Background: an optimization exercise with open tools, aiming at a short achievable clock period and few clock cycles per item. Do not read the settings as production practice. In this exercise RTL edits were held to simulation tests only and were not proved equivalent to the original. No activity file was given, so power comes from the tool's default toggle rates.

## flow/run.sh

```bash
#!/bin/bash
# synth_recipe.tcl (not shown) runs the flow's synth.tcl, then flattens the netlist and writes it again
# the make line also repeats each setting of config.mk as NAME=value (left out here)
make -C /OpenROAD-flow-scripts/flow DESIGN_CONFIG=/design/flow/config.mk WORK_HOME=/design/flow/orfs CLKGATE_MAP_FILE= SYNTH_SCRIPT=/design/flow/synth_recipe.tcl finish
```

## flow/design.v

```verilog
module bcs (
    input  wire       clk,
    input  wire       rst,           
    input  wire       we,
    input  wire [4:0] addr,
    input  wire [7:0] wdata,
    output wire [7:0] rdata,
    input  wire       push_valid,
    input  wire [7:0] push_data,
    output wire       push_ready,
    output wire       pop_valid,
    output wire [7:0] pop_data,
    input  wire       pop_ready
);
    localparam [2:0] PH_IDLE     = 3'd0,
                     PH_LEN_LO   = 3'd1,
                     PH_LEN_HI   = 3'd2,
                     PH_FLAG     = 3'd3,
                     PH_PAYLOAD  = 3'd4,
                     PH_CHECKSUM = 3'd5;
    localparam [1:0] ERR_NONE     = 2'd0,
                     ERR_ILLEGAL  = 2'd1,
                     ERR_BUSY     = 2'd2,
                     ERR_OVERFLOW = 2'd3;
    reg        ovfchk;
    reg [7:0]  flag;
    reg [7:0]  namelen;
    reg [7:0]  htype;
    reg [31:0] plen;
    reg [15:0] hdlen;
    reg [15:0] hparam1;
    reg [15:0] hparam2;
    reg [7:0]  name [0:9];
    reg        plen_b3_nz;   
    reg        plen_b2_nz;   
    reg        plen_b1_ff;   
    reg        plen_b0_fe;   
    reg [1:0]  errcode;
    reg [7:0]  chk;
    reg [15:0] blen;
    reg [2:0]  phase;
    reg        op_enc;       
    reg        op_hblk;      
    reg [31:0] remain;       
    reg [4:0]  idx;          
    reg [7:0]  w_flag;
    reg [7:0]  hrec [0:16];
    reg [7:0]  outbuf;
    reg        outvld;
    reg        done;
    wire busy    = (phase != PH_IDLE) || outvld;
    wire in_pay  = (phase == PH_PAYLOAD) && op_enc;
    wire inrdy   = in_pay && !outvld;
    wire [7:0] status = {phase, outvld, inrdy, (errcode != ERR_NONE), done, busy};
    wire adv = !outvld || pop_ready;
    assign push_ready = in_pay && adv;
    assign pop_valid  = outvld;
    assign pop_data   = outbuf;
    reg [7:0] packed_hdr [0:16];
    integer k;
    always @(*) begin
        packed_hdr[0] = htype;
        for (k = 0; k < 10; k = k + 1)
            packed_hdr[1 + k] = (k < namelen) ? name[k] : 8'h20;
        packed_hdr[11] = hdlen[7:0];
        packed_hdr[12] = hdlen[15:8];
        packed_hdr[13] = hparam1[7:0];
        packed_hdr[14] = hparam1[15:8];
        packed_hdr[15] = hparam2[7:0];
        packed_hdr[16] = hparam2[15:8];
    end
    wire [7:0] rd_src [0:31];
    assign rd_src[5'h00] = 8'h00;
    assign rd_src[5'h01] = status;
    assign rd_src[5'h02] = {6'b0, errcode};
    assign rd_src[5'h03] = {7'b0, ovfchk};
    assign rd_src[5'h04] = flag;
    assign rd_src[5'h05] = namelen;
    assign rd_src[5'h06] = htype;
    assign rd_src[5'h07] = 8'h00;
    assign rd_src[5'h08] = plen[7:0];
    assign rd_src[5'h09] = plen[15:8];
    assign rd_src[5'h0A] = plen[23:16];
    assign rd_src[5'h0B] = plen[31:24];
    assign rd_src[5'h0C] = hdlen[7:0];
    assign rd_src[5'h0D] = hdlen[15:8];
    assign rd_src[5'h0E] = hparam1[7:0];
    assign rd_src[5'h0F] = hparam1[15:8];
    assign rd_src[5'h10] = hparam2[7:0];
    assign rd_src[5'h11] = hparam2[15:8];
    assign rd_src[5'h12] = name[0];
    assign rd_src[5'h13] = name[1];
    assign rd_src[5'h14] = name[2];
    assign rd_src[5'h15] = name[3];
    assign rd_src[5'h16] = name[4];
    assign rd_src[5'h17] = name[5];
    assign rd_src[5'h18] = name[6];
    assign rd_src[5'h19] = name[7];
    assign rd_src[5'h1A] = name[8];
    assign rd_src[5'h1B] = name[9];
    assign rd_src[5'h1C] = chk;
    assign rd_src[5'h1D] = blen[7:0];
    assign rd_src[5'h1E] = blen[15:8];
    assign rd_src[5'h1F] = 8'h00;
    wire [7:0] grp_sel;                  
    bcs_dec3 u_grp_dec (.a(addr[4:2]), .y(grp_sel));
    genvar b, h;
    generate
        for (b = 0; b < 8; b = b + 1) begin : g_rd
            wire [3:0] lo_sel;           
            wire [7:0] grp_n;            
            bcs_dec2 u_lo_dec (.a(addr[1:0]), .y(lo_sel));
            for (h = 0; h < 8; h = h + 1) begin : g_grp
                wire m01_n, m23_n, m_any;
                bcs_ao22i u_m01 (.a1(lo_sel[0]), .a2(rd_src[4*h+0][b]),
                                 .b1(lo_sel[1]), .b2(rd_src[4*h+1][b]), .y(m01_n));
                bcs_ao22i u_m23 (.a1(lo_sel[2]), .a2(rd_src[4*h+2][b]),
                                 .b1(lo_sel[3]), .b2(rd_src[4*h+3][b]), .y(m23_n));
                bcs_nand2 u_any (.a(m01_n), .b(m23_n), .y(m_any));
                bcs_nand2 u_grp (.a(m_any), .b(grp_sel[h]), .y(grp_n[h]));
            end
            wire lo_n, hi_n;
            bcs_and4  u_lo (.a(grp_n[0]), .b(grp_n[1]), .c(grp_n[2]), .d(grp_n[3]), .y(lo_n));
            bcs_and4  u_hi (.a(grp_n[4]), .b(grp_n[5]), .c(grp_n[6]), .d(grp_n[7]), .y(hi_n));
            bcs_nand2 u_out (.a(lo_n), .b(hi_n), .y(rdata[b]));
        end
    endgenerate
    wire cmd_wr      = we && (addr == 5'h00);
    wire cmd_legal   = (wdata[7:4] == 4'h0) && (wdata[3:0] <= 4'h4);
    wire plen_ovf    = ovfchk && (plen_b3_nz || plen_b2_nz || (plen_b1_ff && plen_b0_fe));
    wire [15:0] plen_plus2 = plen[15:0] + 16'd2;
    always @(posedge clk) begin
        if (rst) begin
            ovfchk  <= 1'b0;
            flag    <= 8'h00;
            namelen <= 8'd5;
            htype   <= 8'h00;
            plen    <= 32'h0;
            hdlen   <= 16'h0;
            hparam1 <= 16'h0;
            hparam2 <= 16'h0;
            name[0] <= 8'h48;    
            name[1] <= 8'h45;    
            name[2] <= 8'h4C;    
            name[3] <= 8'h4C;    
            name[4] <= 8'h4F;    
            name[5] <= 8'h00;
            name[6] <= 8'h00;
            name[7] <= 8'h00;
            name[8] <= 8'h00;
            name[9] <= 8'h00;
            plen_b3_nz <= 1'b0;
            plen_b2_nz <= 1'b0;
            plen_b1_ff <= 1'b0;
            plen_b0_fe <= 1'b0;
        end else if (we) begin
            case (addr)
                5'h03: ovfchk        <= wdata[0];
                5'h04: flag          <= wdata;
                5'h05: namelen       <= wdata;
                5'h06: htype         <= wdata;
                5'h08: begin
                    plen[7:0]   <= wdata;
                    plen_b0_fe  <= (wdata[7:1] == 7'h7F);
                end
                5'h09: begin
                    plen[15:8]  <= wdata;
                    plen_b1_ff  <= (wdata == 8'hFF);
                end
                5'h0A: begin
                    plen[23:16] <= wdata;
                    plen_b2_nz  <= (wdata != 8'h00);
                end
                5'h0B: begin
                    plen[31:24] <= wdata;
                    plen_b3_nz  <= (wdata != 8'h00);
                end
                5'h0C: hdlen[7:0]    <= wdata;
                5'h0D: hdlen[15:8]   <= wdata;
                5'h0E: hparam1[7:0]  <= wdata;
                5'h0F: hparam1[15:8] <= wdata;
                5'h10: hparam2[7:0]  <= wdata;
                5'h11: hparam2[15:8] <= wdata;
                5'h12: name[0] <= wdata;
                5'h13: name[1] <= wdata;
                5'h14: name[2] <= wdata;
                5'h15: name[3] <= wdata;
                5'h16: name[4] <= wdata;
                5'h17: name[5] <= wdata;
                5'h18: name[6] <= wdata;
                5'h19: name[7] <= wdata;
                5'h1A: name[8] <= wdata;
                5'h1B: name[9] <= wdata;
                default: ;
            endcase
        end
    end
    always @(posedge clk) begin
        if (rst) begin
            errcode <= ERR_NONE;
            chk     <= 8'h00;
            blen    <= 16'h0;
            phase   <= PH_IDLE;
            op_enc  <= 1'b0;
            op_hblk <= 1'b0;
            remain  <= 32'h0;
            idx     <= 5'd0;
            w_flag  <= 8'h00;
            for (k = 0; k < 17; k = k + 1)
                hrec[k] <= 8'h00;
            outbuf  <= 8'h00;
            outvld  <= 1'b0;
            done    <= 1'b0;
        end else begin
            if (!busy) begin
                for (k = 0; k < 17; k = k + 1)
                    hrec[k] <= packed_hdr[k];
                remain <= plen;
                w_flag <= flag;
            end
            if (adv) begin
                outvld <= 1'b0;
                case (phase)
                    PH_LEN_HI: begin
                        outbuf <= blen[15:8];
                        outvld <= 1'b1;
                        phase  <= PH_FLAG;
                    end
                    PH_FLAG: begin
                        outbuf <= op_enc ? w_flag : 8'h00;
                        outvld <= 1'b1;
                        chk    <= op_enc ? w_flag : 8'h00;
                        if (op_enc && remain == 32'h0)
                            phase <= PH_CHECKSUM;
                        else
                            phase <= PH_PAYLOAD;
                    end
                    PH_PAYLOAD: begin
                        if (op_enc) begin
                            if (push_valid) begin
                                outbuf <= push_data;
                                outvld <= 1'b1;
                                chk    <= chk ^ push_data;
                                remain <= remain - 32'd1;
                                if (remain == 32'd1)
                                    phase <= PH_CHECKSUM;
                            end
                        end else begin
                            outbuf <= hrec[idx];
                            outvld <= 1'b1;
                            chk    <= chk ^ hrec[idx];
                            idx    <= idx + 5'd1;
                            if (idx == 5'd16) begin
                                if (op_hblk) begin
                                    phase <= PH_CHECKSUM;
                                end else begin
                                    phase <= PH_IDLE;
                                    done  <= 1'b1;
                                end
                            end
                        end
                    end
                    PH_CHECKSUM: begin
                        outbuf <= chk;
                        outvld <= 1'b1;
                        phase  <= PH_IDLE;
                        done   <= 1'b1;
                    end
                    default: ;
                endcase
            end
            if (cmd_wr) begin
                if (busy) begin
                    errcode <= ERR_BUSY;
                end else if (!cmd_legal) begin
                    errcode <= ERR_ILLEGAL;
                end else begin
                    case (wdata[2:0])
                        3'd1: begin  
                            if (plen_ovf) begin
                                errcode <= ERR_OVERFLOW;
                            end else begin
                                op_enc  <= 1'b1;
                                op_hblk <= 1'b0;
                                blen    <= plen_plus2;
                                chk     <= 8'h00;
                                done    <= 1'b0;
                                outbuf  <= plen_plus2[7:0];
                                outvld  <= 1'b1;
                                phase   <= PH_LEN_HI;
                            end
                        end
                        3'd2: begin  
                            op_enc  <= 1'b0;
                            op_hblk <= 1'b0;
                            idx     <= 5'd1;
                            chk     <= packed_hdr[0];
                            done    <= 1'b0;
                            outbuf  <= packed_hdr[0];
                            outvld  <= 1'b1;
                            phase   <= PH_PAYLOAD;
                        end
                        3'd3: begin  
                            op_enc  <= 1'b0;
                            op_hblk <= 1'b1;
                            idx     <= 5'd0;
                            blen    <= 16'd19;
                            chk     <= 8'h00;
                            done    <= 1'b0;
                            outbuf  <= 8'h13;
                            outvld  <= 1'b1;
                            phase   <= PH_LEN_HI;
                        end
                        3'd4: begin  
                            errcode <= ERR_NONE;
                            done    <= 1'b0;
                        end
                        default: ;  
                    endcase
                end
            end
        end
    end
endmodule
module bcs_dec2 (input wire [1:0] a, output wire [3:0] y);
    assign y[0] = ~a[1] & ~a[0];
    assign y[1] = ~a[1] &  a[0];
    assign y[2] =  a[1] & ~a[0];
    assign y[3] =  a[1] &  a[0];
endmodule
module bcs_dec3 (input wire [2:0] a, output wire [7:0] y);
    assign y[0] = ~a[2] & ~a[1] & ~a[0];
    assign y[1] = ~a[2] & ~a[1] &  a[0];
    assign y[2] = ~a[2] &  a[1] & ~a[0];
    assign y[3] = ~a[2] &  a[1] &  a[0];
    assign y[4] =  a[2] & ~a[1] & ~a[0];
    assign y[5] =  a[2] & ~a[1] &  a[0];
    assign y[6] =  a[2] &  a[1] & ~a[0];
    assign y[7] =  a[2] &  a[1] &  a[0];
endmodule
module bcs_ao22i (input wire a1, input wire a2, input wire b1, input wire b2,
                  output wire y);
    assign y = ~((a1 & a2) | (b1 & b2));
endmodule
module bcs_nand2 (input wire a, input wire b, output wire y);
    assign y = ~(a & b);
endmodule
module bcs_and4 (input wire a, input wire b, input wire c, input wire d,
                 output wire y);
    assign y = a & b & c & d;
endmodule
```

## flow/config.mk

```make
export PLATFORM = sky130hd
export DESIGN_NAME = bcs
export DESIGN_NICKNAME = bcs
export VERILOG_FILES = /design/flow/design.v
export SDC_FILE = /design/flow/constraint.sdc
export NUM_CORES = 4
export LEC_CHECK = 0
export CAP_MARGIN = 20
export CORE_MARGIN = 2
export CORE_UTILIZATION = 40
export PLACE_DENSITY = 0.6
export SETUP_SLACK_MARGIN = 2.7
export SLEW_MARGIN = 20
export SYNTH_HIERARCHICAL = 1
```

## flow/constraint.sdc

```tcl
create_clock -name core_clock -period 6.0 [get_ports {clk}]
set_input_delay 1.2000 -clock core_clock [delete_from_list [all_inputs] [get_ports {clk}]]
set_output_delay 1.2000 -clock core_clock [all_outputs]
set_load 0.01 [all_outputs]
```

==> run notes, run 1 <==
status=timing/DRC/antenna clean; crit start category=register; Synth Instances=2,450; pins over their slew limit=0; Worst Skew=0.0234 ns; number of synthesized flops with an enable pin=0; drc violations=0; Comb power frac=0.072; worst path required time=around 4.8 ns; Clock Tree Buf Depth=3; Initial Utilization=0.407; antenna viol nets, final=0; yosys warns=13; final hold violations=0; Final Critical Period=roughly 3.8 ns; Syn Area/Cell=8.35 um^2; WL final=86,800 um; grt ovf=0; H-Tree Level Count=2; Synth top area share=0.402; final setup fails=0; maximum vdd ir drop=0.246 mV; Die Area=53,000 um^2; DPL Wire Length=about 60,000 um; LEAKAGE=8.82 nW; CP arrival=2.63 ns; core area=50,300 um^2; CTS root buffer=clkbuf_16; count leader, synth=dfxtp_1; top cells by count, synth=dfxtp_1, nand2_1, nor2_1; Final GP Congestion=between 0.9 and 1; max_slew headroom=0.167; Hold Path Class=register to register; TritonCTS clock tree=built; die height=between 200 and 250 um; pin count of the biggest net entering global routing=approximately 150; largest area contributor in the netlist=dfxtp_1; cts hold-fix bufs=0; area delta synth->final=19.0%; number of global-route vias before repair=around 19,000; RSZ-0062 raised after global routing=true; clock latency (worst-skew pair)=approximately 0.6 ns; dpl cells=3,087; Net Sw Power=0.00155 W; share of the yosys chip area belonging to registers=0.402; clock share of power=0.482; slew of the pin with the lowest slew margin=between 1 and 1.5 ns; TNS Setup=0 ns; Int Pwr=0.00469 W; worst-path fanout max=39; Distinct cells, synth=80; via total after detailed routing=20,100; row cnt=about 80; fin cells=3,230; CP endpoint kind=output pin; final period utilization=0.638; sw frac=0.248; Max Cap Viol=0; first-pass GRT wire length=127,000 um; Detailed Route Iter0 Violations=approximately 2,800; # nets final=2,557; number of port buffers=43; Die X=between 200 and 250 um; Async SR Flop Fraction=0; sequential group share of total power=0.446; Max Freq=261 MHz; I/O pins=44; Yosys reg bits=411; drt first pass iters=6; synth top area cells=dfxtp_1, a22oi_2, nand2_1, mux2i_1, nor2_1; fraction of layout cells with a size suffix above 1=0.180; initial antenna violation count=0; Primary FF master, synth=dfxtp_1; gr usage total=0.320; Crit Path Class=register to output pin; pwr dens=256 nW/um^2; Wirelength per Cell=26.9 um; CTS clk-pin slew, worst paths=0.06 ns; clock net sink count=a little over 400; TritonCTS Buffers=46; drt via density=6.22; Mapped Area=20,500 um^2
## worst max-delay path: stages, from the launching register on
cell and delay [ns]:
dfxtp_2 0.41, buf_4 0.24, nor4_4 0.35, bufinv_16 0.27
a22oi_2 0.14, nand2_1 0.07, nand2_1 0.07, and4_4 0.23
nand2_2 0.08, buf_6 0.13
## flip-flops by register name, summed over array words and instances (netlist names), 3 cells and up
name / flops
namelen: 8
remain: 32
plen: 32
chk: 8
idx: 5
name: 80
flag: 8
hdlen: 16
phase: 3
blen: 16
w_flag: 8
hparam2: 16
hparam1: 16
outbuf: 8
htype: 8
hrec: 136
## cell usage in the layout (no fill, tap or decap), types with 21 or more instances in the layout
cell type,Yosys,final
conb_1,1,37
inv_1,30,28
clkdlybuf4s50_1,0,22
a21oi_1,196,194
a211o_1,21,21
a22oi_1,105,105
o21ai_0,52,51
mux2i_1,127,127
nor3_1,29,27
buf_6,3,26
a22oi_2,129,129
nor2b_1,42,30
nor2_1,317,304
buf_4,0,76
nand3_1,83,83
clkbuf_16,0,47
dfxtp_1,411,408
nand2_1,409,394
## cells by family after synthesis
logic type,synth area share
AO/OA/AOI/OAI,0.244
XOR/XNOR,0.00728
multiplexers,0.0765
adder cells (fa/ha/maj),0.00551
other,0.000183
AND/OR/NAND/NOR,0.227
flip-flops,0.402
buffers and inverters,0.0381
## power by group through the flow
stage | logic, W | registers [W] | clock network, W
after global routing | 0.000467 | 0.00278 | 0.00314
after detailed placement | 0.000362 | 0.00284 | 0
after CTS | 0.000429 | 0.00278 | 0.00303
final | 0.000450 | 0.00278 | 0.00301
after floorplan | 0.000228 | 0.00283 | 0
after global placement | 0.000358 | 0.00284 | 0
## final timing paths
kind                from     endpoint  slack (ns)  cells past startpoint
max reg2reg       idx[0]       chk[0]        2.78                     11
max             phase[0]     rdata[0]        2.17                      9
min          hrec[14][5]  hrec[14][5]        0.45                      2
min reg2reg  hrec[14][5]  hrec[14][5]        0.45                      2
## through the flow
| step | utilization | power [W] | cell area (um^2) | hold slack (ns) | worst slack (ns) |
|---|---|---|---|---|---|
| after detailed placement | 0.432 | 0.00320 | 21700 | 0.446 | 1.02 |
| after floorplan | - | 0.00305 | 20700 | 0.429 | 2.70 |
| after global placement | 0.431 | 0.00320 | 21700 | 0.438 | 1.01 |
| final | 0.484 | 0.00624 | 24300 | 0.454 | 2.17 |
| after global routing | 0.484 | 0.00639 | 24300 | 0.472 | 2.14 |
| after CTS | 0.482 | 0.00624 | 24200 | 0.456 | 2.23 |
## repair_timing
item | CTS | global route
buffers inserted | 50 | 3
pin swaps | 66 | 14
resized for setup | 166 | 25
gates cloned | 5 | 1
endpoints found under the setup margin | 95 | 34
## metal layers
layer | global-route usage | share of wire
met4 | 0.125 | 0.042
met5 | 0 | 0
met1 | 0.442 | 0.42
met2 | 0.476 | 0.43
met3 | 0.0806 | 0.11
## Yosys stat by module, one instance, submodules excluded
module / times used / flip-flops and latches / cell area (um^2)
bcs_dec2: 8 / 0 / 26.3
bcs_ao22i: 128 / 0 / 12.5
bcs_and4: 16 / 0 / 8.76
bcs_nand2: 136 / 0 / 3.75
bcs: 1 / 411 / 17900
bcs_dec3: 1 / 0 / 65.1
## final cells by class
cell class / instances / area (um^2)
fill: 4865 / 25900
multi-input combinational: 1879 / 11900
tap: 672 / 841
antenna: 1 / 2.50
timing repair buffer: 153 / 1580
inverter: 31 / 148
sequential: 411 / 8230
clock inverter: 20 / 279
clock buffer: 63 / 1310
Testbench counts, summed over its fixed seeds: cycles 47,101, bytes 46,188.
==> run 2, diff against run 1 <==
--- a/flow/config.mk
+++ b/flow/config.mk
@@ -9,6 +9,6 @@
 export CORE_MARGIN = 2
 export CORE_UTILIZATION = 40
 export PLACE_DENSITY = 0.6
-export SETUP_SLACK_MARGIN = 2.7
+export SETUP_SLACK_MARGIN = 3.2
 export SLEW_MARGIN = 20
 export SYNTH_HIERARCHICAL = 1
==> run notes, run 2 <==
fraction of layout cells with a size suffix above 1=0.216 (+0.0366); maximum vdd ir drop=0.207 mV (-16%); Async SR Flop Fraction=0 (unchanged); number of global-route vias before repair=19,000 (+2.2%); CP arrival=2.46 ns (-0.17 ns); Mapped Area=20,500 um^2 (unchanged); number of synthesized flops with an enable pin=0 (unchanged); Crit Path Class=input pin to output pin; register-to-register path setup slack=3.21 ns (+0.43 ns); hold_ws=0.454 ns (+0.000801 ns); max reg flops=136 (unchanged); Max Cap Viol=0 (unchanged); Distinct cells, synth=80 (unchanged); die height=230 um (unchanged); TNS Setup=0 ns (unchanged); grt ovf=0 (unchanged); row cnt=82 (unchanged); initial antenna violation count=2 (+2); top cells by count, synth=dfxtp_1, nand2_1, nor2_1; Wirelength per Cell=27.0 um (+0.29%); area delta synth->final=24.5%; worst path required time=4.80 ns (about the same); I/O pins=44 (unchanged); pins over their slew limit=0 (unchanged); cts hold-fix bufs=0 (unchanged); Yosys reg bits=411 (unchanged); Final Critical Period=3.66 ns (-0.173 ns); drt first pass iters=6 (unchanged); largest area contributor in the netlist=dfxtp_1; most frequent cells in the layout=dfxtp_1, nand2_1, nor2_1, a21oi_1, a22oi_2; Detailed Route Iter0 Violations=2,899 (+1.9%); Primary FF master, synth=dfxtp_1; HP Start=hrec[14][1]; Syn Area/Cell=8.35 um^2 (unchanged); synth top area cells=dfxtp_1, a22oi_2, nand2_1, mux2i_1, nor2_1; Max Freq=273 MHz (+4.7%); slew of the pin with the lowest slew margin=1.19 ns (-0.0633 ns); Die Area=53,000 um^2 (unchanged); yosys warns=13 (unchanged); Critical R2R Launch=idx[2]; placed inst area=21,800 um^2 (+0.26%); LEAKAGE=9.21 nW (+4.3%); first-pass GRT wire length=130,000 um (+2.5%); pin count of the biggest net entering global routing=112 (-27%); final setup fails=0 (unchanged); H-Tree Level Count=2 (unchanged); Most flops, register=hrec; TritonCTS Buffers=45 (-2.2%); share of the yosys chip area belonging to registers=0.402 (unchanged); count leader, synth=dfxtp_1; # nets final=2,609 (+2.0%); pwr dens=243 nW/um^2 (-5.1%); clock latency (worst-skew pair)=0.58 ns (-0.02 ns); Hold Path Class=register to register; commonest non-fill, non-tap cell in the layout=dfxtp_1; Final GP Congestion=0.999 (+1.0%); Synth Instances=2,450 (unchanged); DPL Wire Length=58,800 um (-1.6%); worst-path fanout max=8 (-79%); gr usage total=0.326 (+0.00597); TritonCTS clock tree=built; Post-Layout Inst Area=25,500 um^2 (+4.6%); crit start category=input pin; Synth top area share=0.402 (unchanged); Initial Utilization=0.407 (unchanged); WL final=88,400 um (+1.8%); drt via density=6.25 (+0.39%); final hold violations=0 (unchanged); Clock Tree Buf Depth=3 (unchanged); status=timing/DRC/antenna clean; max_slew headroom=0.207 (+0.0402); Worst Skew=0.0103 ns (-0.0131 ns); drc violations=0 (unchanged); CTS clk-pin slew, worst paths=0.06 ns (about the same); via total after detailed routing=20,500 (+1.9%); top flop regs=hrec: 136 flops, name: 80 flops; final period utilization=0.609 (-0.0289); antenna viol nets, final=0 (unchanged); reg2reg path depth=9 (-2); core area=50,300 um^2 (unchanged); CTS root buffer=clkbuf_16; Die X=230 um (unchanged); clock net sink count=411 (unchanged); Worst R2R End=chk[0]; number of port buffers=43 (unchanged); RSZ-0062 raised after global routing=true; CP endpoint kind=output pin; Worst Hold Path Cells=2 (unchanged); Worst Hold Path EP=hrec[14][1]
==> run 2: cell counts after synthesis <==
No cell type changed its count.
==> run 2: metrics by stage <==
| stage | setup WS [ns] | total power, W | utilization | std cells |
|---|---|---|---|---|
| 2_1_floorplan | 2.78 | 0.00306 | - | 2486 |
| 6_report | 2.34 | 0.00619 | 0.506 | 3279 |
| 3_5_place_dp | 1.02 | 0.00321 | 0.433 | 3079 |
| 5_1_grt | 2.31 | 0.00633 | 0.506 | 3277 |
| 3_3_place_gp | 1.04 | 0.00321 | 0.432 | 3077 |
| 4_1_cts | 2.39 | 0.00618 | 0.498 | 3255 |
==> run 2: cell type report <==
class / instances / area, um^2
fill: 4662 / 24800
clock inverter: 15 / 216
clock buffer: 63 / 1320
tap: 672 / 841
inverter: 31 / 151
sequential: 411 / 8250
timing repair inverter: 1 / 8.76
multi-input combinational: 1881 / 12400
timing repair buffer: 203 / 2260
antenna: 2 / 5.00
==> run 2: worst max path at each step <==
stage | from | end | slack [ns]
3_5_place_dp | addr[4] | rdata[7] | 1.02
4_1_cts | addr[0] | rdata[2] | 2.39
6_report | addr[0] | rdata[3] | 2.34
5_1_grt | addr[1] | rdata[3] | 2.31
3_3_place_gp | addr[4] | rdata[7] | 1.04
2_1_floorplan | wdata[6] | chk[7] | 2.78
==> run 2: logic make-up after synthesis <==
kind of cell,Yosys count,share of synthesized area
DFF,411,0.402
buffers and inverters,197,0.0381
and+or+nand+nor,1023,0.227
AOI/OAI and AO/OA,644,0.244
muxes,148,0.0765
other,1,0.000183
xor gates and xnor gates,17,0.00728
adders and majority gates,9,0.00551
==> run 2: report_power, final <==
group | internal [W] | switching (W) | total, W
Combinational | 0.000183 | 0.000309 | 0.000492
Sequential | 0.00275 | 0.0000278 | 0.00278
Clock | 0.00174 | 0.00118 | 0.00292
Total | 0.00467 | 0.00152 | 0.00619
==> run 2: Yosys stat by module (local to each module, per instance) <==
module	area, um^2	cells inside	flip-flops and latches	copies in the design
bcs	17900	2130	411	1
bcs_dec3	65.1	8	0	1
bcs_ao22i	12.5	1	0	128
bcs_dec2	26.3	4	0	8
bcs_and4	8.76	1	0	16
bcs_nand2	3.75	1	0	136
==> run 2: routing by layer <==
layer	part of all wire	vias to the layer above	global-route usage	wire length, um
met5	0.00015	-	0	13
met4	0.049	2	0.148	4360
met3	0.11	240	0.0759	10100
met2	0.42	1208	0.471	37100
met1	0.42	10000	0.458	36800
li1	-	9031	-	-
==> run 2: timing repair <==
item	4_1_cts	5_1_grt
setup endpoints to repair	237	113
endpoints found under the hold margin	0	0
gates resized for setup	249	54
pin swaps	110	73
setup buffers	86	21
cloned	12	1
==> run 2: worst max-delay path, stage by stage <==
cell and delay (ns):
buf_16 0.12, and2b_4 0.23, a22oi_2 0.25, nand2_1 0.13, nand2_1 0.07, and4_1 0.19
nand2_2 0.10, buf_6 0.14
==> run 3, diff against run 2 <==
--- a/flow/config.mk
+++ b/flow/config.mk
@@ -9,6 +9,6 @@
 export CORE_MARGIN = 2
 export CORE_UTILIZATION = 40
 export PLACE_DENSITY = 0.6
-export SETUP_SLACK_MARGIN = 3.2
+export SETUP_SLACK_MARGIN = 3.8
 export SLEW_MARGIN = 20
 export SYNTH_HIERARCHICAL = 1
==> run notes, run 3 <==
status=timing/DRC/antenna clean; number of global-route vias before repair=19,500 (+2.7%); count leader, synth=dfxtp_1; HP Start=hrec[12][6]; core area=50,300 um^2 (unchanged); die height=230 um (unchanged); final core utilization=0.538 (+0.0313); grt ovf=0 (unchanged); DPL Wire Length=60,900 um (+3.5%); pin count of the biggest net entering global routing=218 (+95%); Wirelength per Cell=28.2 um (+4.8%); max reg flops=136 (unchanged); pins over their slew limit=0 (unchanged); TNS Setup=0 ns (unchanged); drt via density=6.32 (+1.2%); Worst Hold Path Cells=2 (unchanged); drt first pass iters=8 (+2); Distinct cells, synth=80 (unchanged); RSZ-0062 raised after global routing=true; Crit Path Class=input pin to output pin; TritonCTS Buffers=46 (+2.2%); clock share of power=0.457 (-0.014); Max Freq=269 MHz (-1.5%); CP endpoint kind=output pin; sequential group share of total power=0.451 (+0.002); Final Critical Period=3.71 ns (+0.0566 ns); Net Sw Power=0.00159 W (+4.7%); Primary FF master, synth=dfxtp_1; share of the yosys chip area belonging to registers=0.402 (unchanged); top flop regs=hrec: 136 flops, name: 80 flops; Synth top area share=0.402 (unchanged); max_slew headroom=0.416 (+0.209); Async SR Flop Fraction=0 (unchanged); fraction of layout cells with a size suffix above 1=0.273 (+0.0572); Final GP Congestion=1.01 (+0.62%); crit path max-delay cell type=a22oi_2; Detailed Route Iter0 Violations=3,045 (+5.0%); Yosys reg bits=411 (unchanged); clock net sink count=411 (unchanged); fillers=4,502 (-3.4%); hold_ws=0.456 ns (+0.00116 ns); CP arrival=2.51 ns (+0.05 ns); crit start category=input pin; top cells by count, synth=dfxtp_1, nand2_1, nor2_1; initial antenna violation count=2 (unchanged); CTS root buffer=clkbuf_16; WL final=94,500 um (+6.9%); Worst Skew=0.0204 ns (+0.0102 ns); Clock Tree Buf Depth=3 (unchanged); LEAKAGE=9.90 nW (+7.5%); number of synthesized flops with an enable pin=0 (unchanged); Most flops, register=hrec; final setup fails=0 (unchanged); # nets final=2,672 (+2.4%); clock latency (worst-skew pair)=0.61 ns (+0.03 ns); worst stage delay on the critical path=0.30 ns (+0.05 ns); commonest non-fill, non-tap cell in the layout=dfxtp_1; drc violations=0 (unchanged); Die Area=53,000 um^2 (unchanged); Mapped Area=20,500 um^2 (unchanged); Initial Utilization=0.407 (unchanged); worst-path fanout max=6 (-2); H-Tree Level Count=2 (unchanged); I/O pins=44 (unchanged); worst path required time=4.80 ns (about the same); sw frac=0.257 (+0.0122); CTS clk-pin slew, worst paths=0.06 ns (about the same); Synth Instances=2,450 (unchanged); Int Pwr=0.00458 W (-1.9%); pwr dens=228 nW/um^2 (-6.1%); synth top area cells=dfxtp_1, a22oi_2, nand2_1, mux2i_1, nor2_1; fin worst setup slack=2.29 ns (-0.0566 ns); maximum vdd ir drop=0.233 mV (+13%); Hold Path Class=register to register; Critical R2R Launch=idx[2]; slew of the pin with the lowest slew margin=0.876 ns (-0.309 ns); Syn Area/Cell=8.35 um^2 (unchanged); first-pass GRT wire length=134,000 um (+3.2%); row cnt=82 (unchanged); antenna viol nets, final=0 (unchanged); gr usage total=0.339 (+0.0132); via total after detailed routing=21,100 (+3.2%); final period utilization=0.619 (+0.00944); reg2reg path depth=8 (-1); TritonCTS clock tree=built; yosys warns=13 (unchanged); largest area contributor in the netlist=dfxtp_1; placed inst area=22,000 um^2 (+1.1%); crit path cell chain=buf_16 > buf_12 > nor2b_4 > buf_6 > a22oi_2 > nand2_1 > nand2_1 > and4_1 > nand2_2 > buf_6; most frequent cells in the layout=dfxtp_1, nand2_1, nor2_1, a21oi_1, a22oi_2; Place WS=1.02 ns (-0.00359 ns); crit path launch=addr[0]; Comb power frac=0.092 (+0.012); number of port buffers=43 (unchanged); Post-Layout Inst Area=27,000 um^2 (+6.2%); Max Cap Viol=0 (unchanged); area delta synth->final=32.1%; Die X=230 um (unchanged); final hold violations=0 (unchanged)
-- run 3: repair_timing --
| item | in CTS | in global routing |
|---|---|---|
| cloned | 13 | 5 |
| buffers inserted | 136 | 36 |
| endpoints found under the setup margin | 428 | 267 |
| pin swaps | 105 | 108 |
| hold buffers | 0 | 0 |
| gates resized for setup | 370 | 126 |
-- run 3: logic make-up after synthesis --
logic type                 after synthesis  synth area share
AOI/OAI and AO/OA                      644             0.244
and+or+nand+nor                       1023             0.227
xor gates and xnor gates                17           0.00728
adders and majority gates                9           0.00551
muxes                                  148            0.0765
buffers and inverters                  197            0.0381
other                                    1          0.000183
DFF                                    411             0.402
-- run 3: path summary, 6_finish.rpt --
path                 endpoint  slack [ns]
setup / recovery     rdata[7]        2.29
hold / removal    hrec[12][6]        0.46
setup reg to reg       chk[2]        3.15
hold reg to reg   hrec[12][6]        0.46
-- run 3: Yosys stat by module, one instance, submodules excluded --
module / copies in the design / area, um^2 / cells inside
bcs: 1 / 17900 / 2130
bcs_dec3: 1 / 65.1 / 8
bcs_and4: 16 / 8.76 / 1
bcs_dec2: 8 / 26.3 / 4
bcs_nand2: 136 / 3.75 / 1
bcs_ao22i: 128 / 12.5 / 1
-- run 3: area by class of cell --
type | count | area (um^2) | area share
Clock buffer | 72 | 1370 | 0.0507
Multi-Input combinational cell | 1880 | 13100 | 0.485
Inverter | 31 | 148 | 0.00546
Clock inverter | 10 | 109 | 0.00403
Antenna cell | 2 | 5.00 | 0.000185
Tap cell | 672 | 841 | 0.0311
Timing Repair Buffer | 267 | 3190 | 0.118
Sequential cell | 411 | 8260 | 0.306
-- run 3: power groups by stage --
stage | combinational (W) | clock [W] | sequential (W)
after global routing | 0.000583 | 0.00296 | 0.00278
after CTS | 0.000516 | 0.00284 | 0.00278
after global placement | 0.000385 | 0 | 0.00284
after detailed placement | 0.000390 | 0 | 0.00284
final | 0.000567 | 0.00282 | 0.00278
after floorplan | 0.000253 | 0 | 0.00283
-- run 3: routing by layer --
layer	global-route usage	share of wire	vias to the layer above	routed length [um]
met5	0	0.00014	-	13
met4	0.183	0.061	2	5760
met3	0.0780	0.12	294	11500
met2	0.488	0.41	1413	39100
met1	0.467	0.40	10300	38200
li1	-	-	9175	-
-- run 3: stage by stage --
step | cells | total power [W]
global route | 3343 | 0.00632
detailed placement | 3071 | 0.00323
global placement | 3071 | 0.00323
finish | 3345 | 0.00617
floorplan | 2486 | 0.00308
CTS | 3302 | 0.00614
-- run 3: worst max-delay path: cells and delay by family --
kind	cells	cell delay (ns)
compound gates	1	0.30
simple gates	5	0.52
buf+inv	4	0.49
==> run 4, diff against run 3 <==
--- a/flow/config.mk
+++ b/flow/config.mk
@@ -7,8 +7,8 @@
 export LEC_CHECK = 0
 export CAP_MARGIN = 20
 export CORE_MARGIN = 2
-export CORE_UTILIZATION = 40
-export PLACE_DENSITY = 0.6
-export SETUP_SLACK_MARGIN = 3.8
+export CORE_UTILIZATION = 60
+export PLACE_DENSITY = 0.75
+export SETUP_SLACK_MARGIN = 3.4
 export SLEW_MARGIN = 20
 export SYNTH_HIERARCHICAL = 1
==> run notes, run 4 <==
sequential group share of total power=0.452 (about the same); count leader, synth=dfxtp_1; Final GP Congestion=1.01 (+0.33%); DPL Wire Length=56,200 um (-7.6%); number of global-route vias before repair=19,100 (-2.0%); Worst Hold Path EP=hrec[12][1]; commonest non-fill, non-tap cell in the layout=dfxtp_1; pwr dens=243 nW/um^2 (+6.3%); metal3 WL=13,100 um (+14%); Max Freq=270 MHz (+0.37%); highest metal used=met4; final hold violations=0 (unchanged); slew of the pin with the lowest slew margin=1.10 ns (+0.227 ns); # nets final=2,598 (-2.8%); Place WS=1.12 ns (+0.0979 ns); number of synthesized flops with an enable pin=0 (unchanged); antenna viol nets, final=0 (unchanged); reg2reg path depth=10 (+2); row cnt=67 (-18%); via total after detailed routing=21,200 (+0.39%); CP arrival=2.50 ns (about the same); clock net sink count=411 (unchanged); CP endpoint kind=output pin; Synth Instances=2,450 (unchanged); cts hold-fix bufs=0 (unchanged); Worst Skew=0.0323 ns (+0.0119 ns); Comb power frac=0.078 (-0.014); Int Pwr=0.00463 W (+1.0%); Overall Power=0.00616 W (-0.22%); Async SR Flop Fraction=0 (unchanged); Mapped Area=20,500 um^2 (unchanged); drc violations=0 (unchanged); pins over their slew limit=0 (unchanged); area delta synth->final=24.1%; largest area contributor in the netlist=dfxtp_1; ANT cells=0 (-2); yosys warns=13 (unchanged); initial antenna violation count=0 (-2); core area=33,500 um^2 (-33%); Primary FF master, synth=dfxtp_1; Initial Utilization=0.610 (+0.203); clock share of power=0.470 (+0.013); drt first pass iters=7 (-1); final period utilization=0.617 (-0.00228); drt via density=6.97 (+10%); Die X=189 um (-18%); Yosys reg bits=411 (unchanged); H-Tree Level Count=2 (unchanged); Max Cap Viol=0 (unchanged); Worst Hold Path Cells=2 (unchanged); CTS root buffer=clkbuf_16; register-to-register path setup slack=3.15 ns (about the same); fillers=2,407 (-47%); RSZ-0062 raised after global routing=true; synth top area cells=dfxtp_1, a22oi_2, nand2_1, mux2i_1, nor2_1; sw frac=0.248 (-0.00932); Clock Tree Buf Depth=3 (unchanged); Hold Path Class=register to register; TritonCTS clock tree=built; pin count of the biggest net entering global routing=150 (-31%); fin worst setup slack=2.30 ns (+0.0137 ns); HP Start=hrec[12][1]; DR WL met2=36,100 um (-7.6%); status=timing/DRC/antenna clean; Die Area=35,600 um^2 (-33%); Crit Path Class=input pin to output pin; WL final=87,200 um (-7.7%); first-pass GRT wire length=124,000 um (-7.0%); Syn Area/Cell=8.35 um^2 (unchanged); hold_ws=0.451 ns (-0.00473 ns); share of the yosys chip area belonging to registers=0.402 (unchanged); Final Critical Period=3.70 ns (-0.0137 ns); max reg flops=136 (unchanged); maximum vdd ir drop=0.250 mV (+7.2%); TNS Setup=0 ns (unchanged); grt ovf=0 (unchanged); CTS clk-pin slew, worst paths=0.06 ns (about the same); Distinct cells, synth=80 (unchanged); met1 wire length=31,500 um (-18%); Synth top area share=0.402 (unchanged); final setup fails=0 (unchanged); die height=189 um (-18%); number of port buffers=43 (unchanged); Net Sw Power=0.00153 W (-3.8%); Critical R2R Launch=idx[3]; TritonCTS Buffers=44 (-4.3%); Wirelength per Cell=28.6 um (+1.3%); top cells by count, synth=dfxtp_1, nand2_1, nor2_1; LEAKAGE=9.30 nW (-6.1%); worst path required time=4.80 ns (about the same); max_slew headroom=0.265 (-0.151); gr usage total=0.469 (+0.130); top flop regs=hrec: 136 flops, name: 80 flops; worst-path fanout max=8 (+2); most frequent cells in the layout=dfxtp_1, nand2_1, nor2_1, a21oi_1, a22oi_2; Detailed Route Iter0 Violations=3,450 (+13%); clock latency (worst-skew pair)=0.61 ns (about the same); crit start category=input pin; Worst R2R End=chk[3]; Most flops, register=hrec; I/O pins=44 (unchanged); fraction of layout cells with a size suffix above 1=0.226 (-0.0470)
run 4: cell counts after synthesis:
No cell type changed its count.
run 4: final cells by class:
class / count / area (um^2) / share of cell area
Clock inverter: 15 / 225 / 0.00888
Inverter: 31 / 128 / 0.00503
Sequential cell: 411 / 8240 / 0.325
Timing Repair Buffer: 194 / 2240 / 0.0883
Clock buffer: 66 / 1330 / 0.0522
Multi-Input combinational cell: 1881 / 12700 / 0.499
Tap cell: 448 / 561 / 0.0221
run 4: worst max-delay path, stage by stage:
cell and delay, ns:
buf_16 0.13, buf_12 0.15, and2b_4 0.23, a22oi_2 0.17
nand2_1 0.09, nand2_1 0.10, and4_1 0.20, nand2_2 0.09
buf_6 0.13
run 4: timing repair:
item                                    CTS  global route
gates resized for setup                 234           118
endpoints found under the setup margin  383           136
gates cloned                              7             4
pin swaps                                67           104
setup buffers                            62            41
run 4: worst max path at each step:
stage / from / end / slack, ns / cells past startpoint
finish: addr[0] / rdata[6] / 2.30 / 9
global route: addr[0] / rdata[0] / 2.24 / 9
CTS: addr[0] / rdata[3] / 2.32 / 10
detailed placement: addr[0] / rdata[0] / 1.12 / 9
global placement: addr[0] / rdata[0] / 1.15 / 9
floorplan: wdata[6] / chk[7] / 2.78 / 9
run 4: modules after synthesis, one instance, submodules excluded:
module / times used / flops+latches
bcs: 1 / 411
bcs_ao22i: 128 / 0
bcs_and4: 16 / 0
bcs_nand2: 136 / 0
bcs_dec2: 8 / 0
bcs_dec3: 1 / 0
run 4: per-stage QoR:
step                cell area (um^2)  instances  utilization
finish                         25400       3046        0.757
global route                   25400       3046        0.757
CTS                            24400       3000        0.727
detailed placement             21500       2850        0.640
global placement               21400       2849        0.640
floorplan                      20900       2486            -
run 4: logic make-up after synthesis:
logic type	share of synthesized area
AOI/OAI and AO/OA	0.244
xor gates and xnor gates	0.00728
adders and majority gates	0.00551
buffers and inverters	0.0381
DFF	0.402
muxes	0.0765
other	0.000183
and+or+nand+nor	0.227
run 4: power by group through the flow:
stage                     Sequential [W]  Clock [W]  Combinational (W)
after floorplan                  0.00283          0           0.000236
after global placement           0.00284          0           0.000362
after detailed placement         0.00284          0           0.000369
after CTS                        0.00278    0.00289           0.000430
after global routing             0.00278    0.00299           0.000492
final                            0.00278    0.00290           0.000478
run 4: routing by layer:
metal  vias up  global-route usage
met1     10100               0.612
li1       9024                   -
met3       408               0.145
met2      1712               0.682
met5         -                   0
met4         0               0.276
==> run 5, diff against run 4 <==
--- a/flow/config.mk
+++ b/flow/config.mk
@@ -7,8 +7,9 @@
 export LEC_CHECK = 0
 export CAP_MARGIN = 20
 export CORE_MARGIN = 2
-export CORE_UTILIZATION = 60
-export PLACE_DENSITY = 0.75
-export SETUP_SLACK_MARGIN = 3.4
+export CORE_UTILIZATION = 40
+export PLACE_DENSITY = 0.6
+export SETUP_SLACK_MARGIN = 3.2
 export SLEW_MARGIN = 20
 export SYNTH_HIERARCHICAL = 1
+export TNS_END_PERCENT = 5
==> run notes, run 5 <==
status=timing/DRC/antenna clean; Die Area=53,000 um^2 (+49%); CP arrival=2.44 ns (-0.06 ns); Post-Synth XOR/XNOR Area=0.00728 (unchanged); grt ovf=0 (unchanged); largest area contributor in the netlist=dfxtp_1; Comb power frac=0.074 (-0.004); number of synthesized flops with an enable pin=0 (unchanged); Primary FF master, synth=dfxtp_1; most frequent cells in the layout=dfxtp_1, nand2_1, nor2_1, a21oi_1, a22oi_2; commonest non-fill, non-tap cell in the layout=dfxtp_1; Max Cap Viol=0 (unchanged); area delta synth->final=20.4%; final period utilization=0.607 (-0.00988); Worst Hold Path Cells=2 (unchanged); DPL Wire Length=59,300 um (+5.5%); LEAKAGE=8.93 nW (-4.0%); Clock Tree Buf Depth=3 (unchanged); die height=230 um (+22%); worst path required time=4.80 ns (about the same); first-pass GRT wire length=126,000 um (+1.1%); Distinct cells, synth=80 (unchanged); maximum vdd ir drop=0.200 mV (-20%); max reg flops=136 (unchanged); drt first pass iters=6 (-1); largest family of logic cells by synthesized area=compound AO/OA/AOI/OAI gates; post-synthesis compound-gate area fraction=0.244 (unchanged); Final GP Congestion=0.978 (-3.0%); share of the yosys chip area belonging to registers=0.402 (unchanged); I/O pins=44 (unchanged); worst-path fanout max=8 (unchanged); H-Tree Level Count=2 (unchanged); Crit Path Class=input pin to output pin; reg2reg path depth=11 (+1); Async SR Flop Fraction=0 (unchanged); CP endpoint kind=output pin; initial antenna violation count=2 (+2); yosys warns=13 (unchanged); synth top area cells=dfxtp_1, a22oi_2, nand2_1, mux2i_1, nor2_1; top flop regs=hrec: 136 flops, name: 80 flops; drt via density=6.21 (-11%); max_slew headroom=0.217 (-0.0487); pwr dens=254 nW/um^2 (+4.6%); WL final=86,000 um (-1.3%); dpl cells=3,090 (+8.4%); sequential group share of total power=0.445 (-0.007); fraction of layout cells with a size suffix above 1=0.182 (-0.0445); hold_ws=0.450 ns (-0.00127 ns); top cells by count, synth=dfxtp_1, nand2_1, nor2_1; Syn Area/Cell=8.35 um^2 (unchanged); gr usage total=0.317 (-0.152); count leader, synth=dfxtp_1; slew of the pin with the lowest slew margin=1.17 ns (+0.0687 ns); clock share of power=0.481 (+0.011); sw frac=0.245 (-0.00298); Net Sw Power=0.00153 W (+0.30%); drc violations=0 (unchanged); number of port buffers=43 (unchanged); clock latency (worst-skew pair)=0.59 ns (-0.02 ns); pin count of the biggest net entering global routing=170 (+13%); TritonCTS clock tree=built; Most flops, register=hrec; Detailed Route Iter0 Violations=2,615 (-24%); Wirelength per Cell=26.5 um (-7.3%); mux contribution to synthesized area=0.0765 (unchanged); final setup fails=0 (unchanged); crit start category=input pin; Yosys reg bits=411 (unchanged); pins over their slew limit=0 (unchanged); RSZ-0062 raised after global routing=true; CTS clk-pin slew, worst paths=0.06 ns (about the same); via total after detailed routing=20,100 (-5.1%); clock net sink count=411 (unchanged); Max Freq=275 MHz (+1.6%); fillers=4,880 (+100%); Final Critical Period=3.64 ns (-0.0593 ns); cts hold-fix bufs=0 (unchanged); Mapped Area=20,500 um^2 (unchanged); TNS Setup=0 ns (unchanged); Synth top area share=0.402 (unchanged); # nets final=2,567 (-1.2%); TritonCTS Buffers=47 (+6.8%); Hold Path Class=register to register; Die X=230 um (+22%); number of global-route vias before repair=18,500 (-3.3%); row cnt=82 (+22%); CTS root buffer=clkbuf_16; register-to-register path setup slack=2.52 ns (-0.63 ns); Initial Utilization=0.407 (-0.203); Synth Area in Adders=0.00551 (unchanged); fin cells=3,242 (+6.4%); final hold violations=0 (unchanged); Int Pwr=0.00472 W (+1.9%); antenna viol nets, final=0 (unchanged); Simple-Gate Fraction of Synth Area=0.227 (unchanged); Synth Instances=2,450 (unchanged); final core utilization=0.490 (-0.267); core area=50,300 um^2 (+50%); Worst Skew=0.0233 ns (-0.00901 ns)
==> run 5: cell counts after synthesis <==
No cell type changed its count.
==> run 5: worst paths after layout <==
check	start	endpoint
hold / removal	hrec[8][5]	hrec[8][5]
setup / recovery	addr[1]	rdata[6]
hold reg to reg	hrec[8][5]	hrec[8][5]
setup reg to reg	idx[0]	chk[0]
==> run 5: power groups by stage <==
stage,clock network [W],registers (W),logic (W)
3_3_place_gp,0,0.00284,0.000364
3_5_place_dp,0,0.00284,0.000369
5_1_grt,0.00314,0.00278,0.000480
2_1_floorplan,0,0.00283,0.000230
4_1_cts,0.00304,0.00278,0.000439
6_report,0.00301,0.00278,0.000463
==> run 5: worst max-delay path: stages <==
cell     delay, ns
buf_16        0.12
and2b_4       0.38
a22oi_2       0.10
nand2_1       0.11
nand2_1       0.08
and4_1        0.22
nand2_2       0.10
buf_6         0.11
==> run 5: area by class of cell <==
class                      instances  area [um^2]  share of cell area
antenna                            1         2.50            0.000102
clock buffer                      70         1420              0.0575
clock inverter                    16          194             0.00788
inverter                          31          120             0.00488
multi-input combinational       1879        12000               0.488
sequential                       411         8240               0.335
tap                              672          841              0.0341
timing repair buffer             162         1790              0.0729
==> run 5: stage by stage <==
step	area, um^2	worst slack [ns]	total power (W)
after floorplan	20700	2.77	0.00306
after global placement	21800	1.09	0.00320
after detailed placement	21800	1.04	0.00321
after CTS	24500	2.38	0.00625
after global routing	24600	2.36	0.00640
final	24600	2.36	0.00625
==> run 5: modules after synthesis, one instance, submodules excluded <==
module     copies in the design  flops+latches  area (um^2)  cells
bcs_ao22i                   128              0         12.5      1
bcs_nand2                   136              0         3.75      1
bcs_dec2                      8              0         26.3      4
bcs                           1            411        17900   2130
bcs_dec3                      1              0         65.1      8
bcs_and4                     16              0         8.76      1
==> run 5: layer usage <==
layer	wire (um)	vias to the layer above	track usage
met4	3890	0	0.137
met1	36600	9826	0.446
li1	-	8956	-
met3	8970	219	0.0637
met5	0	-	0
met2	36500	1146	0.467
==> run 5: cells by family after synthesis <==
family,Yosys count
flip-flops,411
AO/OA/AOI/OAI,644
other,1
multiplexers,148
AND/OR/NAND/NOR,1023
buffers and inverters,197
adder cells (fa/ha/maj),9
XOR/XNOR,17
==> run 5: what timing repair did <==
item,CTS,global route
setup endpoints to repair,290,232
buffers inserted,50,5
pin swaps,83,51
gates resized for setup,177,17
cloned,8,2
==> run 6, diff against run 5 <==
--- a/flow/config.mk
+++ b/flow/config.mk
@@ -8,8 +8,8 @@
 export CAP_MARGIN = 20
 export CORE_MARGIN = 2
 export CORE_UTILIZATION = 40
+export GPL_ROUTABILITY_DRIVEN = 0
 export PLACE_DENSITY = 0.6
 export SETUP_SLACK_MARGIN = 3.2
 export SLEW_MARGIN = 20
 export SYNTH_HIERARCHICAL = 1
-export TNS_END_PERCENT = 5
==> run notes, run 6 <==
status=timing/DRC/antenna clean; clock share of power=0.463 (-0.018); crit start category=input pin; Detailed Route Iter0 Violations=3,081 (+18%); clock net sink count=411 (unchanged); Int Pwr=0.00456 W (-3.5%); final hold violations=0 (unchanged); Async SR Flop Fraction=0 (unchanged); Die Area=53,000 um^2 (unchanged); max_slew headroom=0.232 (+0.0150); Final Critical Period=3.77 ns (+0.129 ns); die height=230 um (unchanged); Critical R2R Launch=idx[4]; Yosys reg bits=411 (unchanged); initial antenna violation count=2 (unchanged); antenna viol nets, final=0 (unchanged); first-pass GRT wire length=126,000 um (+0.41%); clock latency (worst-skew pair)=0.59 ns (about the same); placed inst area=21,700 um^2 (-0.18%); pwr dens=241 nW/um^2 (-5.0%); core area=50,300 um^2 (unchanged); commonest non-fill, non-tap cell in the layout=dfxtp_1; WL final=86,400 um (+0.40%); Synth top area share=0.402 (unchanged); via total after detailed routing=20,500 (+1.7%); share of the yosys chip area belonging to registers=0.402 (unchanged); I/O pins=44 (unchanged); drt first pass iters=6 (unchanged); synth top area cells=dfxtp_1, a22oi_2, nand2_1, mux2i_1, nor2_1; worst path required time=4.80 ns (about the same); Max Freq=265 MHz (-3.4%); number of port buffers=43 (unchanged); fraction of layout cells with a size suffix above 1=0.212 (+0.0302); final setup fails=0 (unchanged); worst-path fanout max=8 (unchanged); number of synthesized flops with an enable pin=0 (unchanged); sequential group share of total power=0.457 (+0.012); CTS root buffer=clkbuf_16; Die X=230 um (unchanged); drt via density=6.30 (+1.3%); cts hold-fix bufs=0 (unchanged); Clock Tree Buf Depth=3 (unchanged); Comb power frac=0.080 (+0.006); most frequent cells in the layout=dfxtp_1, nand2_1, nor2_1, a21oi_1, a22oi_2; TritonCTS clock tree=built; max reg flops=136 (unchanged); slew of the pin with the lowest slew margin=1.15 ns (-0.0182 ns); top flop regs=hrec: 136 flops, name: 80 flops; RSZ-0062 raised after global routing=true; fin worst setup slack=2.23 ns (-0.129 ns); CP endpoint kind=output pin; crit path launch=addr[0]; final period utilization=0.628 (+0.0214); Synth Instances=2,450 (unchanged); drc violations=0 (unchanged); Mapped Area=20,500 um^2 (unchanged); pins over their slew limit=0 (unchanged); Crit Path Class=input pin to output pin; count leader, synth=dfxtp_1; LEAKAGE=9.07 nW (+1.6%); CTS clk-pin slew, worst paths=0.06 ns (about the same); grt ovf=0 (unchanged); TNS Setup=0 ns (unchanged); Net Sw Power=0.00152 W (-0.54%); top cells by count, synth=dfxtp_1, nand2_1, nor2_1; area delta synth->final=23.2%; Syn Area/Cell=8.35 um^2 (unchanged); final core utilization=0.501 (+0.0115); Post-Layout Inst Area=25,200 um^2 (+2.3%); pin count of the biggest net entering global routing=152 (-11%); CP arrival=2.57 ns (+0.13 ns); fin cells=3,254 (+0.37%); Wirelength per Cell=26.5 um (about the same); dpl cells=3,078 (-0.39%); Place WS=1.06 ns (+0.0226 ns); HP Start=hrec[8][5]; row cnt=82 (unchanged); yosys warns=13 (unchanged); H-Tree Level Count=2 (unchanged); Hold Path Class=register to register; Max Cap Viol=0 (unchanged); Most flops, register=hrec; sw frac=0.250 (+0.00553); TritonCTS Buffers=45 (-4.3%); Worst Skew=0.0172 ns (-0.00615 ns); Primary FF master, synth=dfxtp_1; gr usage total=0.317 (+0.000533); maximum vdd ir drop=0.190 mV (-5.0%); DPL Wire Length=57,300 um (-3.4%); largest area contributor in the netlist=dfxtp_1; number of global-route vias before repair=18,700 (+1.1%); Distinct cells, synth=80 (unchanged); Initial Utilization=0.407 (unchanged); # nets final=2,587 (+0.78%)
## run 6: changes by cell type in the layout (fill, tap and decap cells not counted), moves of 5 or more
cell / delta
nor2b_1: -6
o21ai_1: +6
nor2_4: +5
o21ai_0: -7
clkbuf_16: -5
buf_4: +10
a21oi_2: +8
a22oi_2: +6
a22oi_1: -6
nor2_1: -8
a21oi_1: -8
## run 6: stage by stage
step / power (W) / hold slack, ns
2_1_floorplan: 0.00306 / 0.429
3_3_place_gp: 0.00321 / 0.439
3_5_place_dp: 0.00321 / 0.444
4_1_cts: 0.00607 / 0.452
5_1_grt: 0.00623 / 0.469
6_report: 0.00608 / 0.453
## run 6: critical path, cell delays in order
cell     delay [ns]
buf_16         0.14
buf_12         0.14
buf_12         0.13
nor2b_4        0.15
buf_12         0.14
a22oi_2        0.07
nand2_1        0.08
nand2_1        0.05
and4_1         0.21
nand2_2        0.13
buf_6          0.12
## run 6: layer usage
metal / up-vias / track usage / wire length (um)
met1: 9929 / 0.444 / 35400
met3: 247 / 0.0751 / 10700
li1: 8976 / - / -
met2: 1330 / 0.462 / 36100
met5: - / 0 / 8
met4: 2 / 0.139 / 4080
## run 6: kinds of logic after synthesis
kind of cell | count (synthesis) | synth area share
xor gates and xnor gates | 17 | 0.00728
buffers and inverters | 197 | 0.0381
other | 1 | 0.000183
AOI/OAI and AO/OA | 644 | 0.244
DFF | 411 | 0.402
adders and majority gates | 9 | 0.00551
muxes | 148 | 0.0765
and+or+nand+nor | 1023 | 0.227
## run 6: repair_timing
action | 4_1_cts | 5_1_grt
resized for setup | 232 | 73
gates cloned | 11 | 0
setup endpoints to repair | 222 | 168
setup buffers | 71 | 17
endpoints found under the hold margin | 0 | 0
pin swaps | 99 | 59
## run 6: final timing paths
check / to / slack, ns / cells past startpoint
hold / removal: hrec[8][5] / 0.45 / 2
setup reg to reg: chk[7] / 3.23 / 9
setup / recovery: rdata[7] / 2.23 / 11
hold reg to reg: hrec[8][5] / 0.45 / 2
## run 6: area by class of cell
class | count | area, um^2
Fill cell | 4725 | 25100
Multi-Input combinational cell | 1881 | 12500
Sequential cell | 411 | 8250
Timing Repair Buffer | 182 | 2030
Clock buffer | 60 | 1280
Tap cell | 672 | 841
Clock inverter | 16 | 178
Inverter | 31 | 151
Antenna cell | 1 | 2.50
## run 6: power by group through the flow
stage	clock network (W)	logic (W)	registers, W
2_1_floorplan	0	0.000235	0.00283
3_3_place_gp	0	0.000368	0.00284
3_5_place_dp	0	0.000372	0.00284
4_1_cts	0.00283	0.000459	0.00278
5_1_grt	0.00295	0.000502	0.00278
6_report	0.00281	0.000489	0.00278
## run 6: Yosys stat by module (local to each module, per instance)
module	area (um^2)	times used	flops+latches	cells inside
bcs	17900	1	411	2130
bcs_and4	8.76	16	0	1
bcs_ao22i	12.5	128	0	1
bcs_dec2	26.3	8	0	4
bcs_dec3	65.1	1	0	8
bcs_nand2	3.75	136	0	1
==> run 7, diff against run 6 <==
--- a/flow/config.mk
+++ b/flow/config.mk
@@ -8,8 +8,8 @@
 export CAP_MARGIN = 20
 export CORE_MARGIN = 2
 export CORE_UTILIZATION = 40
-export GPL_ROUTABILITY_DRIVEN = 0
 export PLACE_DENSITY = 0.6
-export SETUP_SLACK_MARGIN = 3.2
+export SETUP_SLACK_MARGIN = 3.5
 export SLEW_MARGIN = 20
 export SYNTH_HIERARCHICAL = 1
+export TNS_END_PERCENT = 5
==> run notes, run 7 <==
drt first pass iters=8 (+2); Detailed Route Iter0 Violations=2,711 (-12%); first-pass GRT wire length=127,000 um (+0.77%); placed inst area=21,800 um^2 (about the same); crit start category=input pin; synth top area cells=dfxtp_1, a22oi_2, nand2_1, mux2i_1, nor2_1; area delta synth->final=24.2%; DPL Wire Length=58,100 um (+1.3%); CTS clk-pin slew, worst paths=0.06 ns (about the same); met1 wire length=37,500 um (+5.9%); dpl cells=3,079 (+0.032%); H-Tree Level Count=2 (unchanged); number of port buffers=43 (unchanged); hold_ws=0.454 ns (+0.000247 ns); final period utilization=0.612 (-0.0160); Synth Instances=2,450 (unchanged); drt via density=6.26 (-0.54%); most frequent cells in the layout=dfxtp_1, nand2_1, nor2_1, a21oi_1, a22oi_2; slew of the pin with the lowest slew margin=1.44 ns (+0.286 ns); largest area contributor in the netlist=dfxtp_1; Most flops, register=hrec; CP arrival=2.47 ns (-0.10 ns); Yosys reg bits=411 (unchanged); Max Cap Viol=0 (unchanged); die height=230 um (unchanged); Final Critical Period=3.67 ns (-0.0962 ns); via total after detailed routing=20,500 (+0.068%); max reg flops=136 (unchanged); status=timing/DRC/antenna clean; final setup fails=0 (unchanged); number of global-route vias before repair=18,600 (-0.72%); Async SR Flop Fraction=0 (unchanged); reg2reg path depth=7 (-2); count leader, synth=dfxtp_1; # nets final=2,599 (+0.46%); Synth top area share=0.402 (unchanged); TNS Setup=0 ns (unchanged); Overall Power=0.00626 W (+2.9%); CTS root buffer=clkbuf_16; Clock Tree Buf Depth=3 (unchanged); gr usage total=0.322 (+0.00498); RSZ-0062 raised after global routing=true; Post-Layout Inst Area=25,400 um^2 (+0.82%); pwr dens=246 nW/um^2 (+2.1%); pins over their slew limit=0 (unchanged); WL final=88,800 um (+2.8%); commonest non-fill, non-tap cell in the layout=dfxtp_1; Worst Skew=0.0163 ns (-0.000898 ns); grt ovf=0 (unchanged); metal3 WL=10,300 um (-3.9%); Distinct cells, synth=80 (unchanged); CP endpoint kind=output pin; Crit Path Class=input pin to output pin; yosys warns=13 (unchanged); row cnt=82 (unchanged); Wirelength per Cell=27.1 um (+2.2%); DR WL met2=37,300 um (+3.3%); worst-path fanout max=8 (unchanged); antenna viol nets, final=0 (unchanged); highest metal used=met5; final hold violations=0 (unchanged); top flop regs=hrec: 136 flops, name: 80 flops; clock net sink count=411 (unchanged); LEAKAGE=9.24 nW (+1.8%); pin count of the biggest net entering global routing=243 (+60%); top cells by count, synth=dfxtp_1, nand2_1, nor2_1; Max Freq=272 MHz (+2.6%); I/O pins=44 (unchanged); register-to-register path setup slack=3.06 ns (-0.17 ns); TritonCTS Buffers=46 (+2.2%); ANT cells=0 (-1); share of the yosys chip area belonging to registers=0.402 (unchanged); Critical R2R Launch=phase[0]; worst path required time=4.80 ns (about the same); max_slew headroom=0.0408 (-0.191); Mapped Area=20,500 um^2 (unchanged); core area=50,300 um^2 (unchanged); Syn Area/Cell=8.35 um^2 (unchanged); drc violations=0 (unchanged); Worst R2R End=hrec[8][2]; clock latency (worst-skew pair)=0.60 ns (about the same); Hold Path Class=register to register; Initial Utilization=0.407 (unchanged); fin cells=3,274 (+0.61%); Primary FF master, synth=dfxtp_1; Die X=230 um (unchanged); Final GP Congestion=0.991; initial antenna violation count=4 (+2); maximum vdd ir drop=0.201 mV (+5.7%); TritonCTS clock tree=built; crit path launch=addr[0]; number of synthesized flops with an enable pin=0 (unchanged); Die Area=53,000 um^2 (unchanged); Critical Path End=rdata[3]; fillers=4,704 (-0.44%); fraction of layout cells with a size suffix above 1=0.211 (-0.000557)
-- run 7: area by class of cell --
type / count / area [um^2] / share of cell area
clock inverters: 22 / 241 / 0.00951
repair buffers: 193 / 2260 / 0.0890
well taps: 672 / 841 / 0.0331
inverters: 31 / 136 / 0.00537
flip-flops and latches: 411 / 8260 / 0.325
clock buffers: 64 / 1350 / 0.0531
multi-input cells: 1881 / 12300 / 0.485
-- run 7: how the worst min path moves through the flow --
| stage | start | endpoint | slack (ns) | cells past startpoint |
|---|---|---|---|---|
| global placement | hrec[8][5] | hrec[8][5] | 0.44 | 2 |
| global route | hrec[13][1] | hrec[13][1] | 0.47 | 2 |
| floorplan | hrec[8][5] | hrec[8][5] | 0.43 | 2 |
| finish | hrec[12][2] | hrec[12][2] | 0.45 | 2 |
| detailed placement | hrec[8][6] | hrec[8][6] | 0.45 | 2 |
| CTS | hrec[8][6] | hrec[8][6] | 0.45 | 2 |
-- run 7: cells by family after synthesis --
group,after synthesis,share of synthesized area
other,1,0.000183
AND/OR/NAND/NOR,1023,0.227
XOR/XNOR,17,0.00728
buffers and inverters,197,0.0381
AO/OA/AOI/OAI,644,0.244
adder cells (fa/ha/maj),9,0.00551
multiplexers,148,0.0765
flip-flops,411,0.402
-- run 7: routing by layer --
metal	global-route usage	vias up
met5	0	-
met4	0.120	8
met3	0.0698	216
met2	0.475	1233
met1	0.458	10000
li1	-	9016
-- run 7: metrics by stage --
| stage | worst slack, ns | util |
|---|---|---|
| final | 2.33 | 0.505 |
| after global routing | 2.30 | 0.505 |
| after floorplan | 2.78 | - |
| after global placement | 1.10 | 0.433 |
| after detailed placement | 1.07 | 0.433 |
| after CTS | 2.36 | 0.496 |
-- run 7: modules after synthesis (local to each module, per instance) --
module | cells | flip-flops and latches | copies in the design
bcs_dec3 | 8 | 0 | 1
bcs_nand2 | 1 | 0 | 136
bcs_dec2 | 4 | 0 | 8
bcs | 2130 | 411 | 1
bcs_and4 | 1 | 0 | 16
bcs_ao22i | 1 | 0 | 128
-- run 7: report_power, final --
group	leakage (nW)	total, W	switching [W]	internal (W)
registers	3.33	0.00278	0.0000271	0.00275
clock network	0.792	0.00298	0.00123	0.00175
logic	5.12	0.000497	0.000312	0.000185
total	9.24	0.00626	0.00157	0.00469
-- run 7: repair_timing --
item,4_1_cts,5_1_grt
gates cloned,11,3
pin swaps,108,60
gates resized for setup,229,60
setup endpoints to repair,424,399
hold buffers,0,0
buffers inserted,71,24
-- run 7: worst max-delay path, stage by stage --
cell     delay (ns)
buf_16         0.13
and2b_4        0.24
a22oi_2        0.25
nand2_1        0.13
nand2_1        0.07
and4_1         0.21
nand2_2        0.10
buf_6          0.13

## separate check: timing with driven ports
How much do the figures lean on ideal ports? The routed layouts below were timed once more, with nothing changed but the port constraints.
Step 1 (the two cells are an assumption about what drives the block):
set clk [get_ports {clk}]
set_driving_cell -lib_cell sky130_fd_sc_hd__clkbuf_16 $clk
set_driving_cell -lib_cell sky130_fd_sc_hd__buf_2 [delete_from_list [all_inputs] $clk]
Step 2 times the ports against the registers' clock, not the clock port: input delays grow and output delays shrink by t, the midpoint of the rising clock arrivals with the driver on.
Three values: ideal ports, drivers, drivers and shift; two values: the first two.
run	t, ns	setup slack, ns	slew at the worst register clock pin (ns)
run 1	0.653	2.170 / 2.107 / 2.107	0.06 / 0.06
run 2	0.629	2.343 / 1.968 / 1.968	0.07 / 0.07
run 3	0.649	2.287 / 2.021 / 2.021	0.07 / 0.07
run 4	0.651	2.301 / 2.055 / 2.055	0.07 / 0.07
run 5	0.631	2.360 / 1.985 / 1.985	0.07 / 0.07
run 6	0.637	2.231 / 1.941 / 1.941	0.07 / 0.07
run 7	0.641	2.328 / 1.933 / 1.827	0.07 / 0.07
After both steps every run listed still meets setup and hold. For run 7, which loses most, drivers alone change the setup slack by -0.395 ns; drivers and shift together by -0.501 ns.
